Context: an optimization exercise on an open-source flow, tuned for small area, a short achievable clock period and few clock cycles per item. The choices shown serve that exercise and are no tape-out recipe.
Only simulation tests tie the RTL to the original design; equivalence was not proved.
No activity file was given, so power comes from the tool's default toggle rates.

[design/flow/run.sh]
#!/bin/bash
# synth_recipe.tcl (not shown) runs the flow's synth.tcl, then flattens the netlist and writes it again
# the make line also repeats each setting of config.mk as NAME=value (left out here)
make -C /OpenROAD-flow-scripts/flow DESIGN_CONFIG=/design/flow/config.mk WORK_HOME=/design/flow/orfs CLKGATE_MAP_FILE= SYNTH_SCRIPT=/design/flow/synth_recipe.tcl finish
[design/flow/config.mk]
export PLATFORM = sky130hd
export DESIGN_NAME = crsf_core
export DESIGN_NICKNAME = crsf_core
export VERILOG_FILES = /design/flow/design.v
export SDC_FILE = /design/flow/constraint.sdc
export NUM_CORES = 4
export LEC_CHECK = 0
export CAP_MARGIN = 20
export CORE_MARGIN = 2
export CORE_UTILIZATION = 40
export SLEW_MARGIN = 20
[design/flow/constraint.sdc]
create_clock -name core_clock -period 7.0 [get_ports {clk}]
set_input_delay 1.4000 -clock core_clock [delete_from_list [all_inputs] [get_ports {clk}]]
set_output_delay 1.4000 -clock core_clock [all_outputs]
set_load 0.01 [all_outputs]
[design/flow/design.v]
module crsf_crc8_step (
  input  wire [7:0] acc,
  input  wire [7:0] data,
  output reg  [7:0] out
);
  integer k;
  always @* begin
    out = acc ^ data;
    for (k = 0; k < 8; k = k + 1)
      out = out[7] ? ((out << 1) ^ 8'hD5) : (out << 1);
  end
endmodule
module crsf_core (
  input  wire        clk,
  input  wire        rst,
  input  wire        req_valid,
  input  wire        req_write,
  input  wire [1:0]  req_space,
  input  wire [6:0]  req_addr,
  input  wire [23:0] req_wdata,
  output reg         rsp_valid,
  output reg  [23:0] rsp_rdata
);
  localparam [1:0] SP_FB = 2'd0;
  localparam [1:0] SP_CH = 2'd1;
  localparam [1:0] SP_CR = 2'd2;
  localparam [7:0] TYPE_RC = 8'h16;
  localparam [2:0] S_IDLE      = 3'd0;
  localparam [2:0] S_CRC       = 3'd1;
  localparam [2:0] S_VAL       = 3'd2;
  localparam [2:0] S_PACK      = 3'd3;
  localparam [2:0] S_UNPACK    = 3'd4;
  localparam [2:0] S_UNPACK_WR = 3'd5;
  localparam [2:0] S_BUILD     = 3'd6;
  reg [8*66-1:0] fb;       
  reg [15:0] ch [0:15];
  reg [6:0]  fblen;
  reg [7:0]  crcres;
  reg        cls_valid;
  reg [7:0]  cls_type;
  reg        val_ok;
  reg [2:0]  val_cause;
  reg [2:0]  err;           
  reg [2:0]   state;
  reg [6:0]   ptr;          
  reg [6:0]   cnt;          
  reg [7:0]   acc;          
  reg [175:0] unpack_buf;   
  integer i;
  wire       accept  = (state == S_IDLE) && req_valid;
  wire [7:0] cmd_op  = req_wdata[23:16];
  wire [7:0] cmd_a   = req_wdata[15:8];
  wire [7:0] cmd_b   = req_wdata[7:0];
  wire [8:0] crc_end = {1'b0, cmd_a} + {1'b0, cmd_b};
  wire is_crc8     = (cmd_op == 8'h01);
  wire is_classify = (cmd_op == 8'h02) && (cmd_a == 8'h00) && (cmd_b == 8'h00);
  wire is_validate = (cmd_op == 8'h03) && (cmd_a == 8'h00) && (cmd_b == 8'h00);
  wire is_pack     = (cmd_op == 8'h04) && (cmd_b == 8'h00);
  wire is_unpack   = (cmd_op == 8'h05) && (cmd_b == 8'h00);
  wire is_build    = (cmd_op == 8'h06) && (cmd_a == 8'h00) && (cmd_b == 8'h00);
  wire [7:0] hdr_sync = fb[7:0];
  wire [7:0] hdr_len  = fb[15:8];
  wire [7:0] hdr_type = fb[23:16];
  wire       hdr_ok   = ((hdr_sync == 8'hC8) || (hdr_sync == 8'hEE)) &&
                        (hdr_len >= 8'd2) && (hdr_len <= 8'd64);
  wire [7:0] host_fb_rd = (req_addr < 7'd66) ? fb[8*req_addr +: 8] : 8'h00;
  wire [7:0] cmd_fb_rd  = fb[8*ptr +: 8];
  wire [175:0] packed_ch;
  genvar g;
  generate
    for (g = 0; g < 16; g = g + 1) begin : g_pack
      assign packed_ch[11*g +: 11] = ch[g][10:0];
    end
  endgenerate
  wire [7:0] pack_byte = packed_ch[8*cnt +: 8];
  wire [6:0] build_pidx = cnt - 7'd3;
  reg [7:0] build_byte;
  always @* begin
    case (cnt)
      7'd0:    build_byte = 8'hC8;
      7'd1:    build_byte = 8'd24;
      7'd2:    build_byte = TYPE_RC;
      7'd25:   build_byte = acc;
      default: build_byte = packed_ch[8*build_pidx +: 8];
    endcase
  end
  wire [7:0] crc_data = (state == S_BUILD) ? build_byte : cmd_fb_rd;
  wire [7:0] crc_next;
  crsf_crc8_step u_crc (
    .acc  (acc),
    .data (crc_data),
    .out  (crc_next)
  );
  reg       fb_we;
  reg [6:0] fb_wa;
  reg [7:0] fb_wd;
  always @* begin
    fb_we = 1'b0;
    fb_wa = ptr;
    fb_wd = pack_byte;
    case (state)
      S_IDLE: begin
        fb_we = accept && req_write && (req_space == SP_FB) && (req_addr < 7'd66);
        fb_wa = req_addr;
        fb_wd = req_wdata[7:0];
      end
      S_PACK: begin
        fb_we = 1'b1;
        fb_wa = ptr;
        fb_wd = pack_byte;
      end
      S_BUILD: begin
        fb_we = 1'b1;
        fb_wa = cnt;
        fb_wd = build_byte;
      end
      default: ;
    endcase
  end
  always @(posedge clk) begin
    if (rst)
      fb <= {8*66{1'b0}};
    else if (fb_we)
      fb[8*fb_wa +: 8] <= fb_wd;
  end
  reg [23:0] cr_rd;
  always @* begin
    case (req_addr[2:0])
      3'd0:    cr_rd = {17'd0, fblen};
      3'd2:    cr_rd = {16'd0, crcres};
      3'd3:    cr_rd = {15'd0, cls_valid, cls_type};
      3'd4:    cr_rd = {20'd0, val_cause, val_ok};
      3'd5:    cr_rd = {21'd0, err};
      default: cr_rd = 24'd0;
    endcase
  end
  always @(posedge clk) begin
    if (rst) begin
      state      <= S_IDLE;
      ptr        <= 7'd0;
      cnt        <= 7'd0;
      acc        <= 8'h00;
      unpack_buf <= 176'd0;
      fblen      <= 7'd0;
      crcres     <= 8'h00;
      cls_valid  <= 1'b0;
      cls_type   <= 8'h00;
      val_ok     <= 1'b0;
      val_cause  <= 3'd0;
      err        <= 3'b000;
      rsp_valid  <= 1'b0;
      rsp_rdata  <= 24'd0;
      for (i = 0; i < 16; i = i + 1)
        ch[i] <= 16'h0000;
    end else begin
      rsp_valid <= 1'b0;
      case (state)
        S_IDLE: begin
          if (req_valid) begin
            rsp_valid <= 1'b1;
            rsp_rdata <= 24'd0;
            case (req_space)
              SP_FB: begin
                if (req_write) begin
                  if (req_addr >= 7'd66)
                    err[1] <= 1'b1;
                end else begin
                  rsp_rdata <= {16'd0, host_fb_rd};
                end
              end
              SP_CH: begin
                if (req_write)
                  ch[req_addr[3:0]] <= req_wdata[15:0];
                else
                  rsp_rdata <= {8'd0, ch[req_addr[3:0]]};
              end
              SP_CR: begin
                if (!req_write) begin
                  rsp_rdata <= cr_rd;
                end else begin
                  case (req_addr[2:0])
                    3'd0: begin
                      if (req_wdata > 24'd66)
                        err[1] <= 1'b1;
                      else
                        fblen <= req_wdata[6:0];
                    end
                    3'd1: begin
                      if (is_crc8) begin
                        if (crc_end > 9'd66) begin
                          err[1] <= 1'b1;
                        end else begin
                          ptr       <= cmd_a[6:0];
                          cnt       <= cmd_b[6:0];
                          acc       <= 8'h00;
                          state     <= S_CRC;
                          rsp_valid <= 1'b0;
                        end
                      end else if (is_classify) begin
                        if (fblen < 7'd3) begin
                          cls_valid <= 1'b0;
                          cls_type  <= 8'h00;
                          err[2]    <= 1'b1;
                        end else if (hdr_ok) begin
                          cls_valid <= 1'b1;
                          cls_type  <= hdr_type;
                        end else begin
                          cls_valid <= 1'b0;
                          cls_type  <= 8'h00;
                        end
                      end else if (is_validate) begin
                        if (fblen < 7'd4) begin
                          val_ok    <= 1'b0;
                          val_cause <= 3'd1;              
                        end else if (!hdr_ok) begin
                          val_ok    <= 1'b0;
                          val_cause <= 3'd2;              
                        end else if ({1'b0, fblen} < hdr_len + 8'd2) begin
                          val_ok    <= 1'b0;
                          val_cause <= 3'd3;              
                        end else begin
                          ptr       <= 7'd2;
                          cnt       <= hdr_len[6:0] - 7'd1;
                          acc       <= 8'h00;
                          state     <= S_VAL;
                          rsp_valid <= 1'b0;
                        end
                      end else if (is_pack || is_unpack) begin
                        if (cmd_a > 8'd44) begin
                          err[1] <= 1'b1;
                        end else begin
                          ptr       <= cmd_a[6:0];
                          cnt       <= 7'd0;
                          state     <= is_pack ? S_PACK : S_UNPACK;
                          rsp_valid <= 1'b0;
                        end
                      end else if (is_build) begin
                        cnt       <= 7'd0;
                        acc       <= 8'h00;
                        state     <= S_BUILD;
                        rsp_valid <= 1'b0;
                      end else begin
                        err[0] <= 1'b1;                   
                      end
                    end
                    3'd5: err <= err & ~req_wdata[2:0];
                    3'd6, 3'd7: err[1] <= 1'b1;
                    default: ;                            
                  endcase
                end
              end
              default: ;                                  
            endcase
          end
        end
        S_CRC: begin
          if (cnt == 7'd0) begin
            crcres    <= acc;
            rsp_valid <= 1'b1;
            state     <= S_IDLE;
          end else begin
            acc <= crc_next;
            ptr <= ptr + 7'd1;
            cnt <= cnt - 7'd1;
          end
        end
        S_VAL: begin
          if (cnt == 7'd0) begin
            val_ok    <= (acc == cmd_fb_rd);
            val_cause <= (acc == cmd_fb_rd) ? 3'd0 : 3'd4;    
            rsp_valid <= 1'b1;
            state     <= S_IDLE;
          end else begin
            acc <= crc_next;
            ptr <= ptr + 7'd1;
            cnt <= cnt - 7'd1;
          end
        end
        S_PACK: begin
          if (cnt == 7'd21) begin
            rsp_valid <= 1'b1;
            state     <= S_IDLE;
          end else begin
            ptr <= ptr + 7'd1;
            cnt <= cnt + 7'd1;
          end
        end
        S_UNPACK: begin
          unpack_buf <= {cmd_fb_rd, unpack_buf[175:8]};
          if (cnt == 7'd21) begin
            state <= S_UNPACK_WR;
          end else begin
            ptr <= ptr + 7'd1;
            cnt <= cnt + 7'd1;
          end
        end
        S_UNPACK_WR: begin
          for (i = 0; i < 16; i = i + 1)
            ch[i] <= {5'd0, unpack_buf[11*i +: 11]};
          rsp_valid <= 1'b1;
          state     <= S_IDLE;
        end
        S_BUILD: begin
          if (cnt >= 7'd2 && cnt <= 7'd24)
            acc <= crc_next;
          if (cnt == 7'd25) begin
            fblen     <= 7'd26;
            rsp_valid <= 1'b1;
            state     <= S_IDLE;
          end else begin
            cnt <= cnt + 7'd1;
          end
        end
        default: state <= S_IDLE;
      endcase
    end
  end
endmodule
==> impl_metrics.ini <==
[sta]
layout_min_cycle_time_ns = 5.62
setup_viol = 0
fin_crit_sh_pct = 80.3
clock.fmax_ghz = 0.178
setup_tns_ns = 0
worst_pin_slew_ns = 1.13
hold_viol = 0
slew_headroom_pct = 24.4
skew_ns = 0.0406
slew_viol_final = 0
rsz0062_at_grt = false

[clocking]
ctsResizeCount = 0
post_cts.repair.setup_buffers = 0
clock_path_buffers = 3
cts_tree = yes
cts_max_level = 3
ctsHoldBuffers = 0
cts_sinks = 1033
clk_latency_ns = 0.75
cts_made_buffers = 107
clk_pin_slew_ns = 0.07
clockRootBuffer = clkbuf_16

[synth]
yosys_warnings = 2
async_reset_ff_share_pct = 0
syn_avg_cell_area_um2 = 10.4
synth.distinct_cells = 93
netlist_instances = 5401
ys_ff_latch = 1033
ys_seq_area_share_pct = 41.5
synth_edf_count = 256
syn-cell-area_um2 = 56000
ys.flop_type = dfxtp_1

[detailed_routing]
wirelength_um = 198000
route.met3.wl_um = 20900
vias = 44600
wl_met2_um = 85200
wl_met1_um = 84200
viasPerCell = 6.22
topRoutingLayerUsed = met5
ant_nets = 0
drt_first_iter_violations = 6297
wire_per_inst_um = 27.6
firstDrtPassIters = 6
drc = 0

[hold_path]
hp-class = reg2reg

[die]
die_w_um = 378
die_y_um = 378
initial_core_util_pct = 40.2
rows = 137
core_um2 = 139000
die-area_um2 = 143000
ios = 62

[place]
placed_cell_area_um2 = 57900
io_buffers = 53
post-dp-hpwl_um = 133000
gp_congestion = 1.00

[cells_and_area]
finalNetCount = 5272
multi_input_area_um2 = 30500
drive_gt1_share_pct = 16.7
n_fill_cell = 13000
final_common_cell = dfxtp_1
final_cell_mix = dfxtp_1, nor2_1, nand2_1, mux2i_1, mux4_2
final_core_util_pct = 44.3
finish.instance_area_um2 = 61600
area_delta_synth_final_pct = 10.1
seqCellArea_um2 = 23300

[worst_setup_path]
crit_fanout = 39
worstPathArrival_ns = 6.23
cp_data_required_time_ns = 7.61
critPathKind = reg2reg
cp-end-kind = flip-flop
cp-start-kind = flip-flop

[job]
maxCapViolCount = 0

[global_routing]
antenna_found_initial = 8
track_usage_pct = 27.2
grt_pass1_wl_um = 291000
gr-total-overflow = 0
grt_max_degree = 216
grt_pass1_vias = 41300

[outcome]
outcome = no timing/DRC/antenna violations

[power]
ir_drop_v = 0.000194
leakagePower_uw = 0.0213
p_per_area_nw_per_um2 = 211
-- per-layer routing --
metal | track usage [%] | vias to the layer above
met5 | 0.858 | -
met4 | 9.94 | 6
met3 | 5.55 | 388
met2 | 39.4 | 2464
met1 | 39.7 | 22300
li1 | - | 19400
-- cell families after synthesis --
group                      count (synthesis)  synth area share (%)
xor gates and xnor gates                  61                  1.07
adders and majority gates                 28                 0.639
DFF                                     1033                  41.5
muxes                                    932                  26.6
buffers and inverters                    537                  4.30
and+or+nand+nor                         1841                  14.9
other                                      1               0.00670
AOI/OAI and AO/OA                        968                  10.9
-- stage by stage --
stage / hold slack, ns / std cells / total power (uW) / setup slack (ns)
finish: 0.458 / 7175 / 13000 / 1.38
global route: 0.476 / 7173 / 13300 / 1.05
CTS: 0.459 / 7172 / 13100 / 1.47
detailed placement: 0.450 / 6973 / 7140 / 1.22
global placement: 0.442 / 6973 / 7130 / 1.29
floorplan: 0.432 / 5408 / 6790 / 1.95
-- worst max-delay path: stages (launching register included) --
cell and delay [ns]:
dfxtp_4 0.72, clkinv_1 0.44, ha_2 0.94, buf_4 0.35, buf_4 0.22, mux4_2 0.30
nand2_1 0.07, a22o_1 0.25, and3_1 0.20, a2111oi_0 0.45, buf_4 0.21, a211o_1 0.09
nand2_1 0.08, xor2_1 0.26, xnor3_1 0.52, xor2_1 0.17, a22o_1 0.20
-- worst paths after layout --
check | slack, ns | endpoint | cells past startpoint | from
max | 1.38 | acc[4]$_SDFFE_PP0P_ | 16 | cnt[0]$_SDFFE_PP0P_
min | 0.46 | unpack_buf[3]$_SDFFE_PP0P_ | 2 | unpack_buf[3]$_SDFFE_PP0P_
max reg2reg | 1.38 | acc[4]$_SDFFE_PP0P_ | 16 | cnt[0]$_SDFFE_PP0P_
min reg2reg | 0.46 | unpack_buf[3]$_SDFFE_PP0P_ | 2 | unpack_buf[3]$_SDFFE_PP0P_
-- where the power goes --
part           total (uW)  internal [uW]  switching (uW)  leakage, uW
combinational         814            244             569       0.0106
clock                5990           3450            2540      0.00182
sequential           6220           6160            55.4      0.00891
total               13000           9850            3170       0.0213
-- cell type report --
| type | instances | share of cell area [%] |
|---|---|---|
| inverters | 33 | 0.201 |
| multi-input cells | 3838 | 49.4 |
| clock buffers | 147 | 4.99 |
| flip-flops and latches | 1033 | 37.7 |
| diodes | 2 | 0.00812 |
| clock inverters | 52 | 0.918 |
| repair buffers | 194 | 2.89 |
| well taps | 1876 | 3.81 |
-- Yosys cell counts (all sizes together), types with 8 or more instances --
| master | instances | share of area (%) |
|---|---|---|
| or3 | 17 | 0.19 |
| and2 | 90 | 1.0 |
| o221ai | 15 | 0.23 |
| nand2b | 89 | 0.99 |
| nor3 | 201 | 1.8 |
| o211ai | 11 | 0.16 |
| nand4 | 15 | 0.17 |
| nor2b | 23 | 0.26 |
| dfxtp | 777 | 28 |
| xor2 | 18 | 0.30 |
| o21ai | 173 | 1.6 |
| nor3b | 8 | 0.11 |
| o31ai | 8 | 0.11 |
| ha | 27 | 0.60 |
| o21a | 10 | 0.13 |
| o22ai | 17 | 0.19 |
| a22o | 127 | 2.0 |
| clkbuf | 334 | 2.2 |
| a22oi | 41 | 0.55 |
| or2 | 10 | 0.11 |
| buf | 170 | 1.8 |
| a31oi | 14 | 0.16 |
| a221oi | 11 | 0.18 |
| a2111oi | 9 | 0.14 |
| edfxtp | 256 | 14 |
| and3 | 13 | 0.15 |
| nand2 | 592 | 4.0 |
| nor2 | 681 | 5.1 |
| a221o | 11 | 0.20 |
| inv | 31 | 0.21 |
| mux2 | 26 | 0.52 |
| mux2i | 462 | 8.3 |
| nand3 | 65 | 0.58 |
| a21oi | 422 | 3.8 |
| a211oi | 24 | 0.34 |
| mux4 | 444 | 18 |
| a21o | 10 | 0.13 |
| nor4 | 18 | 0.25 |
| xnor2 | 42 | 0.74 |
-- state kept, by name, indices dropped and copies added (netlist names), 3 cells and up --
register    count
acc             8
ch            256
cls_type        8
cnt             7
crcres          8
err             3
fb            528
fblen           7
ptr             7
rsp_rdata      16
state           3
unpack_buf    176
val_cause       3
Testbench counts, summed over its fixed seeds: cycles 53,129, transactions 28,833.

[port drivers added, routing unchanged]
The flow's constraints put no driver on any port. The routed layout listed below was extracted and timed again, unchanged, in two steps.
Step 1 (the two cells are an assumption about what drives the block):
set clk [get_ports {clk}]
set_driving_cell -lib_cell sky130_fd_sc_hd__clkbuf_16 $clk
set_driving_cell -lib_cell sky130_fd_sc_hd__buf_2 [delete_from_list [all_inputs] $clk]
Step 2 adds t to the input delays and takes it off the output delays; t is the mean of the earliest and latest rising clock arrival at the registers after step 1. Input paths then give back, and output paths get back, about the clock's delay inside the block.
Slacks: no drivers / after step 1 / after step 2; pairs: no drivers / after step 1.
shift t [ns]: 0.817
setup slack, ns: 1.382 / 1.382 / 1.154
slew at the worst register clock pin (ns): 0.07 / 0.07
After both steps setup and hold are still met in this run. The setup slack of this run moves by 0.000 ns with the drivers and by -0.228 ns with both steps.
